Context: an optimization exercise on an open-source flow, tuned for small area, a short achievable clock period and few clock cycles. The choices shown serve that exercise and are no tape-out recipe. The RTL was checked by simulation tests, not by an equivalence proof against the original design.

== v34 ==
// omd_fpu
module omd_fpu (
    input  wire        clk,
    input  wire        rst,
    input  wire        in_valid,
    output wire        in_ready,
    input  wire [1:0]  op,
    input  wire [63:0] a,
    input  wire [63:0] b,
    output reg         out_valid,
    output reg  [63:0] result
);
    localparam [63:0] QNAN = 64'h7ff8_0000_0000_0000;
    localparam integer DNS  = 4;
    localparam integer DNIT = 14;
    localparam integer DQW  = DNS * DNIT;
    localparam integer DG   = DQW;
    reg               in_ready_r;
    reg               s0_v;
    reg  [1:0]        s0_op;
    reg  [63:0]       a_r, b_r;
    reg  signed [7:0] eadj;        
    reg               div_run;
    reg  [4:0]        div_cnt;
    reg  [56:0]       dwc;         
    reg  [DQW-1:0]    dqq;         
    reg  [DNS-1:0]    dgp, dgn;    
    reg  [1:0]        div_spec;
    reg               div_sign;
    reg  [13:0]       div_e;
    assign in_ready = in_ready_r;
    wire        sa = a_r[63];
    wire        sb = b_r[63] ^ (s0_op == 2'd1);
    wire [10:0] ea = a_r[62:52];
    wire [10:0] eb = b_r[62:52];
    wire [51:0] fa = a_r[51:0];
    wire [51:0] fb = b_r[51:0];
    wire a_ez = (ea == 11'd0), b_ez = (eb == 11'd0);
  ...
Size: roughly 14,000 cells after synthesis, ~200 I/O pins, about 97,000 µm² of cells after synthesis.
Settings: LEC_CHECK=0, ABC_AREA=1, CAP_MARGIN=20, CORE_MARGIN=2, CORE_UTILIZATION=35, PLACE_DENSITY=0.5, SLEW_MARGIN=20; clock period 27.0 ns.
standard.sh (not shown) runs the stock make flow with config.mk's settings and CLKGATE_MAP_FILE= SYNTH_SCRIPT=/design/flow/synth_recipe.tcl, a recipe that flattens the netlist after the stock synthesis.
==> flow/flow/run.sh <==
#!/bin/bash
# Own layout flow: the standard flow (standard.sh, all steps unchanged) run with a
# config that adds to the standard flow's config.mk a setup slack margin for the resizer's
# repair_timing steps, so that they size and buffer the longest paths below the
# clock period. The SDC, the clock period and every other setting stay the standard flow's.
# Gate cloning and buffer removal are left off, so that no register is ever
# duplicated and the port buffers stay.
set -euo pipefail
work="$(pwd)"
{
  cat "$work/config.mk"
  echo "export SETUP_SLACK_MARGIN = 20.6"
  echo "export SKIP_GATE_CLONING = 1"
  echo "export SKIP_BUFFER_REMOVAL = 1"
} > "$work/config_own.mk"
sed "s#DESIGN_CONFIG=[^ ]*#DESIGN_CONFIG=$work/config_own.mk#" "$work/standard.sh" > "$work/standard_own.sh"
bash "$work/standard_own.sh" > "$work/standard_own.log" 2>&1
v34: flow completed, timing, DRC and antenna clean
Testbench counts of v34, summed over its fixed seeds: cycles 5,577.
## Diff of input files: v11 against v34
--- a/flow/flow/run.sh
+++ b/flow/flow/run.sh
@@ -5,4 +5,5 @@
 # clock period. The SDC, the clock period and every other setting stay the standard flow's.
-# Gate cloning and buffer removal are left off, so that no register is ever
-# duplicated and the port buffers stay.
+# TNS_END_PERCENT 0 keeps the resizer on the worst path only, so that it does not
+# add area to paths that do not set the period. Gate cloning and buffer removal
+# are left off, so that no register is ever duplicated and the port buffers stay.
 set -euo pipefail
@@ -11,3 +12,4 @@
   cat "$work/config.mk"
-  echo "export SETUP_SLACK_MARGIN = 20.6"
+  echo "export SETUP_SLACK_MARGIN = 20.2"
+  echo "export TNS_END_PERCENT = 0"
   echo "export SKIP_GATE_CLONING = 1"
Findings:
On post-route minimum period, v34 beats v11.
v11 vs v34: first-pass GRT wire length down by a few percent
The final area of v11 falls short of that of v34 by 7600 µm².
For v54, these inputs were changed with respect to v11:
--- a/flow/flow/run.sh
+++ b/flow/flow/run.sh
@@ -12,3 +12,3 @@
   cat "$work/config.mk"
-  echo "export SETUP_SLACK_MARGIN = 20.2"
+  echo "export SETUP_SLACK_MARGIN = 20.6"
   echo "export TNS_END_PERCENT = 0"
## What came out
Per the comparison of v54 with v11, multi-input combinational area share fell 0.40 points; longest individual stage delay on the worst path fell 0.28 ns; count of buffer and inverter cells on the critical path fell 4; register share of the cell area fell 0.38 points.
v54 ends up with lower share of the clock period used by the worst path after layout than v11 does.
Per the comparison of v54 with v11, required time of the worst setup path increased by 0.14 ns relative to the old numbers; actual slew at the worst max-slew pin increased 0.047 ns.
diff inputs: v54 => v52
--- a/flow/flow/run.sh
+++ b/flow/flow/run.sh
@@ -5,5 +5,4 @@
 # clock period. The SDC, the clock period and every other setting stay the standard flow's.
-# TNS_END_PERCENT 0 keeps the resizer on the worst path only, so that it does not
-# add area to paths that do not set the period. Gate cloning and buffer removal
-# are left off, so that no register is ever duplicated and the port buffers stay.
+# Gate cloning and buffer removal are left off, so that no register is ever
+# duplicated and the port buffers stay.
 set -euo pipefail
@@ -12,4 +11,3 @@
   cat "$work/config.mk"
-  echo "export SETUP_SLACK_MARGIN = 20.6"
-  echo "export TNS_END_PERCENT = 0"
+  echo "export SETUP_SLACK_MARGIN = 20.2"
   echo "export SKIP_GATE_CLONING = 1"
Notes after the runs:
Sort v54 and v52 by number of cells on the critical path asc -> top: v54
Summary of v52 over v54: count of nets after finishing flat; number of clock-tree buffers in the layout up about 4.4%.

port drivers added, routing unchanged:
The results above use ideal ports. As a check the final layouts listed here were re-extracted and re-timed, cells and wires unchanged.
Step 1 assumes that a clkbuf_16 drives the clock port and a buf_2 every other input.
Step 2 times the ports against the registers' clock, not the clock port: input delays grow and output delays shrink by t, the midpoint of the rising clock arrivals with the driver on.
Slacks: ideal / step 1 / step 2; pairs: ideal / step 1.
run | shift t [ns] | setup WS [ns] | worst data-port slew with drivers (ns)
v34 | 0.862 | 20.310 / 20.262 / 19.767 | 0.05
v11 | 0.861 | 19.973 / 19.898 / 19.192 | 0.07
v54 | 0.860 | 20.248 / 20.242 / 19.460 | 0.07
v52 | 0.889 | 20.176 / 20.158 / 19.404 | 0.08
After both steps setup and hold are still met in every run listed. For v54, which loses most, drivers alone change the setup slack by -0.006 ns; drivers and shift together by -0.788 ns.
